This design comes from an exercise in tuning for small area on the open sky130 flow, not from production work.
In this exercise RTL edits were held to simulation tests only and were not proved equivalent to the original.
No activity file was given, so power comes from the tool's default toggle rates.

Design cia402_fsm, start of the top module:
module cia402_fsm (
  input  wire         clk,
  input  wire         rst,
  input  wire         start,
  input  wire         operational,
  input  wire         stop_req,
  input  wire [31:0]  cfg_target_vel,
  input  wire [7:0]   cfg_mode,
  input  wire [15:0]  cfg_max_torque,
  output wire         ex_req,
  input  wire         ex_valid,
  input  wire         ex_resp_fresh,
  input  wire [127:0] ex_in,
  input  wire [15:0]  ex_wkc,
  output wire [127:0] ex_out,
  output wire [2:0]   phase,
  output wire         exit_code,
  output wire [2:0]   dstate,
  output wire [32:0]  delta,
  output wire         delta_valid,
  output wire         moving,
  output wire         enable_evt,
  output wire [31:0]  enable_pos,
  output wire         report_valid,
  output wire [63:0]  report_cycle,
  output wire [15:0]  report_status,
  output wire [15:0]  report_control,
  output wire [31:0]  report_position,
  output wire [32:0]  report_delta,
  output wire [35:0]  report_rpm,
  output wire [31:0]  report_velocity,
  output wire [7:0]   report_mode,
  output wire [15:0]  report_wkc
);
For scale: ~1300 cells after synthesis.
==> flow/config.mk <==
export PLATFORM = sky130hd
export DESIGN_NAME = cia402_fsm
export DESIGN_NICKNAME = cia402_fsm
export VERILOG_FILES = /design/flow/design.v
export SDC_FILE = /design/flow/constraint.sdc
export NUM_CORES = 4
export LEC_CHECK = 0
export CAP_MARGIN = 0
export CORE_AREA = 5 5 143 143
export DIE_AREA = 0 0 148 148
export PLACE_DENSITY = 0.7
export SLEW_MARGIN = 0
==> flow/constraint.sdc <==
create_clock -name core_clock -period 8.0 [get_ports {clk}]
set_input_delay 1.6000 -clock core_clock [delete_from_list [all_inputs] [get_ports {clk}]]
set_output_delay 1.6000 -clock core_clock [all_outputs]
set_load 0.01 [all_outputs]
standard.sh (not shown) runs the stock make flow with config.mk's settings and CLKGATE_MAP_FILE= SYNTH_SCRIPT=/design/flow/synth_recipe.tcl, a recipe that flattens the netlist after the stock synthesis.
==> flow/flow/run.sh <==
#!/bin/bash
set -euo pipefail
export BUFFER_PORTS_ARGS="-buffer_cell sky130_fd_sc_hd__buf_1"
export CTS_ARGS="-sink_clustering_enable -repair_clock_nets -buf_list sky130_fd_sc_hd__clkbuf_4 -sink_clustering_size 10 -sink_clustering_max_diameter 40 -dont_use_dummy_load"
export SKIP_REPAIR_TIE_FANOUT=1
export PLACE_PINS_ARGS="-min_distance 1 -min_distance_in_tracks"
export SETUP_MOVE_SEQUENCE=unbuffer,sizeup,swap
bash standard.sh > standard_flow.log 2>&1
The baseline went through all stages and came out clean.
Then changed:
CAP_MARGIN = 20   (was 0)
SLEW_MARGIN = 20   (was 0)
What happened: Routed wire length hardly moves; die area does not change; cell area hardly moves; area after synthesis stays the same; first-iteration DRC count came out lower slightly; non-clock buffer count is unchanged; global-route usage does not change; final cell count stays the same.
Then changed:
==> flow/flow/run.sh (replaced) <==
#!/bin/bash
set -euo pipefail
export BUFFER_PORTS_ARGS="-buffer_cell sky130_fd_sc_hd__buf_1"
export CTS_ARGS="-sink_clustering_enable -repair_clock_nets -buf_list sky130_fd_sc_hd__clkbuf_4 -sink_clustering_size 14 -sink_clustering_max_diameter 30 -dont_use_dummy_load"
export SKIP_REPAIR_TIE_FANOUT=1
export PLACE_PINS_ARGS="-min_distance 1 -min_distance_in_tracks"
export SETUP_MOVE_SEQUENCE=unbuffer,sizeup,swap
bash standard.sh > standard_flow.log 2>&1
Outcome: Clock-buffer cell count rose by 9. Cell count is higher slightly. Die area does not change. Wire length barely changes. Cell area rises slightly. Setup slack is better by 0.0061 ns. Synthesized cell count does not change. Register-to-register slack degrades by 0.06 ns. Critical path depth does not change. Worst hold slack gets worse by 0.019 ns.
Then changed:
==> flow/flow/run.sh (replaced) <==
#!/bin/bash
set -euo pipefail
export BUFFER_PORTS_ARGS="-buffer_cell sky130_fd_sc_hd__buf_1"
export CTS_ARGS="-sink_clustering_enable -repair_clock_nets -buf_list sky130_fd_sc_hd__clkbuf_4 -sink_clustering_size 10 -sink_clustering_max_diameter 40 -dont_use_dummy_load"
export SKIP_REPAIR_TIE_FANOUT=1
export PLACE_PINS_ARGS="-min_distance 1 -min_distance_in_tracks"
export SETUP_MOVE_SEQUENCE=unbuffer,sizeup,swap
bash standard.sh > standard_flow.log 2>&1
After rerunning:
- utilization goes down by 0.37 points
- worst hold slack is better by 0.019 ns
- wire length stays flat
- clock-buffer cell count goes down by 9
- combinational power is about the same

---

Another version of the RTL of cia402_fsm (not shown whole).
Size in the first run: ~1,300 cells after synthesis, about 220 flip-flops, ~670 I/O pins, roughly 0.012 mm^2 of cells after synthesis.
==> flow/config.mk <==
export PLATFORM = sky130hd
export DESIGN_NAME = cia402_fsm
export DESIGN_NICKNAME = cia402_fsm
export VERILOG_FILES = /design/flow/design.v
export SDC_FILE = /design/flow/constraint.sdc
export NUM_CORES = 4
export LEC_CHECK = 0
export CAP_MARGIN = 20
export CORE_AREA = 5 5 225 225
export DIE_AREA = 0 0 230 230
export PLACE_DENSITY = 0.7
export SLEW_MARGIN = 20
==> flow/constraint.sdc <==
create_clock -name core_clock -period 8.0 [get_ports {clk}]
set_input_delay 1.6000 -clock core_clock [delete_from_list [all_inputs] [get_ports {clk}]]
set_output_delay 1.6000 -clock core_clock [all_outputs]
set_load 0.01 [all_outputs]
==> flow/flow/run.sh <==
#!/bin/bash
set -euo pipefail
export BUFFER_PORTS_ARGS="-buffer_cell sky130_fd_sc_hd__buf_1"
export CTS_ARGS="-sink_clustering_enable -repair_clock_nets -buf_list sky130_fd_sc_hd__clkbuf_4 -sink_clustering_size 10 -sink_clustering_max_diameter 40 -dont_use_dummy_load -distance_between_buffers 200 -root_buf sky130_fd_sc_hd__clkbuf_8"
export SKIP_REPAIR_TIE_FANOUT=1
bash standard.sh > standard_flow.log 2>&1
Next try:
==> flow/flow/run.sh (replaced) <==
#!/bin/bash
set -euo pipefail
export BUFFER_PORTS_ARGS="-buffer_cell sky130_fd_sc_hd__buf_1"
export CTS_ARGS="-sink_clustering_enable -repair_clock_nets -buf_list sky130_fd_sc_hd__clkbuf_4 -sink_clustering_size 10 -sink_clustering_max_diameter 40 -dont_use_dummy_load"
export SKIP_REPAIR_TIE_FANOUT=1
export PLACE_PINS_ARGS="-min_distance 1 -min_distance_in_tracks"
export SETUP_MOVE_SEQUENCE=unbuffer,sizeup,swap
bash standard.sh > standard_flow.log 2>&1
Settings changed: CORE_AREA 5 5 225 225 to 5 5 143 143, DIE_AREA 0 0 230 230 to 0 0 148 148.
Count of clock-buffer cells in the layout is lower by 4.
Synthesized area is unchanged.
Sequential power stays flat.
Die area went down by 59%.
Cell count fell by 16%.
Next try:
==> flow/flow/run.sh (replaced) <==
#!/bin/bash
set -euo pipefail
export BUFFER_PORTS_ARGS="-buffer_cell sky130_fd_sc_hd__buf_1"
export CTS_ARGS="-sink_clustering_enable -repair_clock_nets -buf_list sky130_fd_sc_hd__clkbuf_4 -sink_clustering_size 10 -sink_clustering_max_diameter 40 -dont_use_dummy_load"
bash standard.sh > standard_flow.log 2>&1
Settings changed: CORE_AREA 5 5 143 143 to 5 5 225 225, DIE_AREA 0 0 148 148 to 0 0 230 230.
Core utilization came out lower by 43 points.
Power came out higher by 3.2%.
Global-route usage came out lower by 15 points.
Routed wire length came out higher by 21%.
Worst setup slack got worse by 91 ps.
Via count came out higher by 1.9%.
Cell count came out higher by 23%.
Critical path depth is unchanged.
Non-clock buffer count came out higher by 2.
Next try:
--- a/flow/flow/run.sh
+++ b/flow/flow/run.sh
@@ -4,2 +4,3 @@
 export CTS_ARGS="-sink_clustering_enable -repair_clock_nets -buf_list sky130_fd_sc_hd__clkbuf_4 -sink_clustering_size 10 -sink_clustering_max_diameter 40 -dont_use_dummy_load"
+export SKIP_REPAIR_TIE_FANOUT=1
 bash standard.sh > standard_flow.log 2>&1
Effect: The new run completed without violations. Setup slack loses 330 ps. Die area is unchanged. Maximum frequency is lower by 4.7%. Synthesized cell count is unchanged. Via count falls by 3.8%. Non-clock buffer count came out lower by 2. Design area came out lower by about 2%.

---

cia402_fsm, a different RTL version from the one above (not shown whole).
Size: about 220 flip-flops, ~670 I/O pins, ~12,000 sq um of cells after synthesis.
clock: 8.0 ns
lec_check: 0
cap_margin: 20
core_area: 5 5 155 155
die_area: 0 0 160 160
place_density: 0.7
slew_margin: 20
==> flow/flow/run.sh <==
#!/bin/bash
set -euo pipefail
export BUFFER_PORTS_ARGS="-buffer_cell sky130_fd_sc_hd__buf_1"
export CTS_ARGS="-sink_clustering_enable -repair_clock_nets -buf_list sky130_fd_sc_hd__clkbuf_4 -sink_clustering_size 10 -sink_clustering_max_diameter 40 -dont_use_dummy_load"
export SKIP_REPAIR_TIE_FANOUT=1
export PLACE_PINS_ARGS="-min_distance 1 -min_distance_in_tracks"
export SETUP_MOVE_SEQUENCE=unbuffer,sizeup,swap
bash standard.sh > standard_flow.log 2>&1
The baseline finished with timing, DRC and antenna clean.
Change:
--- a/flow/flow/run.sh
+++ b/flow/flow/run.sh
@@ -6,2 +5,0 @@
-export PLACE_PINS_ARGS="-min_distance 1 -min_distance_in_tracks"
-export SETUP_MOVE_SEQUENCE=unbuffer,sizeup,swap
- CORE_AREA: 5 5 155 155 -> 5 5 225 225
- DIE_AREA: 0 0 160 160 -> 0 0 230 230
Outcome:
- The changed run completed with no timing, DRC or antenna violations
- core utilization falls by 32 points
- first-iteration DRC count goes down by 22%
- power climbs by 4.7%
- register-to-register slack improves by 0.14 ns
- global-route usage shrinks by 11 points
- clock skew came out higher by 0.015 ns
- count of clock-buffer cells in the layout increases by 6
- final cell count is higher by 18%
- cell area grows by 4.2%
- non-clock buffer count went up by 15
Change:
--- a/flow/flow/run.sh
+++ b/flow/flow/run.sh
@@ -5,0 +6,2 @@
+export PLACE_PINS_ARGS="-min_distance 1 -min_distance_in_tracks"
+export SETUP_MOVE_SEQUENCE=unbuffer,sizeup,swap
- CORE_AREA: 5 5 225 225 -> 5 5 143 143
- DIE_AREA: 0 0 230 230 -> 0 0 148 148
Outcome: The changed run completed with no timing, DRC or antenna violations; design area fell by 4.6%; total power fell by 5.1%; synthesized area is unchanged; fmax hardly moves; worst setup slack improved by 0.020 ns; wire length fell by 18%; global-route usage rose by 15 points; non-clock buffer count fell by 16; final cell count fell by 17%; critical path depth fell by 4.
Change:
--- a/flow/flow/run.sh
+++ b/flow/flow/run.sh
@@ -7 +6,0 @@
-export SETUP_MOVE_SEQUENCE=unbuffer,sizeup,swap
- CORE_AREA: 5 5 143 143 -> 5 5 155 155
- DIE_AREA: 0 0 148 148 -> 0 0 160 160
Outcome:
- clock skew grows by 0.014 ns
- flip-flop and latch count stays the same
- non-clock buffer count climbs by 9
- core utilization fell by 10 points
- routed wire length rose by 0.97%
- fmax went down by 0.94%
- hold slack is better by 0.010 ns

[port drivers added, routing unchanged]
Ports are ideal in the flow. The routed layouts listed here were re-timed in OpenROAD.
Step 1 assumes that a clkbuf_16 drives the clock port and a buf_2 every other input.
Step 2 times the ports against the registers' clock, not the clock port: input delays grow and output delays shrink by t, the midpoint of the rising clock arrivals with the driver on.
Slacks: ideal / step 1 / step 2; pairs: ideal / step 1.
run | t (ns) | setup slack, ns | hold WS [ns] | slew at the worst register clock pin (ns) | worst data-port slew with drivers (ns)
the first run of note 1 | 0.625 | 0.320 / 0.277 / 0.902 | 0.442 / 0.442 / 0.442 | 0.11 / 0.11 | 0.08
the second run of note 1 | 0.624 | 0.323 / 0.280 / 0.904 | 0.442 / 0.442 / 0.442 | 0.11 / 0.11 | 0.08
the third run of note 1 | 0.634 | 0.329 / 0.287 / 0.921 | 0.423 / 0.423 / 0.423 | 0.10 / 0.10 | 0.08
the fourth run of note 1 | 0.624 | 0.323 / 0.280 / 0.904 | 0.442 / 0.442 / 0.442 | 0.11 / 0.11 | 0.08
the first run of note 2 | 0.586 | 1.166 / 1.113 / 1.699 | 0.425 / 0.425 / 0.425 | 0.10 / 0.10 | 0.08
the second run of note 2 | 0.656 | 1.430 / 1.385 / 2.041 | 0.431 / 0.431 / 0.431 | 0.10 / 0.10 | 0.09
the third run of note 2 | 0.723 | 1.338 / 1.288 / 2.010 | 0.429 / 0.429 / 0.429 | 0.11 / 0.11 | 0.06
the fourth run of note 2 | 0.717 | 1.009 / 0.955 / 1.672 | 0.428 / 0.428 / 0.428 | 0.11 / 0.11 | 0.08
the first run of note 3 | 0.635 | 0.249 / 0.206 / 0.842 | 0.421 / 0.421 / 0.421 | 0.10 / 0.10 | 0.08
the second run of note 3 | 0.740 | 0.222 / 0.175 / 0.915 | 0.361 / 0.361 / 0.361 | 0.10 / 0.10 | 0.10
the third run of note 3 | 0.635 | 0.241 / 0.198 / 0.834 | 0.411 / 0.411 / 0.411 | 0.11 / 0.11 | 0.08
the fourth run of note 3 | 0.633 | 0.168 / 0.126 / 0.759 | 0.421 / 0.421 / 0.421 | 0.10 / 0.10 | 0.07
After both steps setup and hold are still met in every run listed.
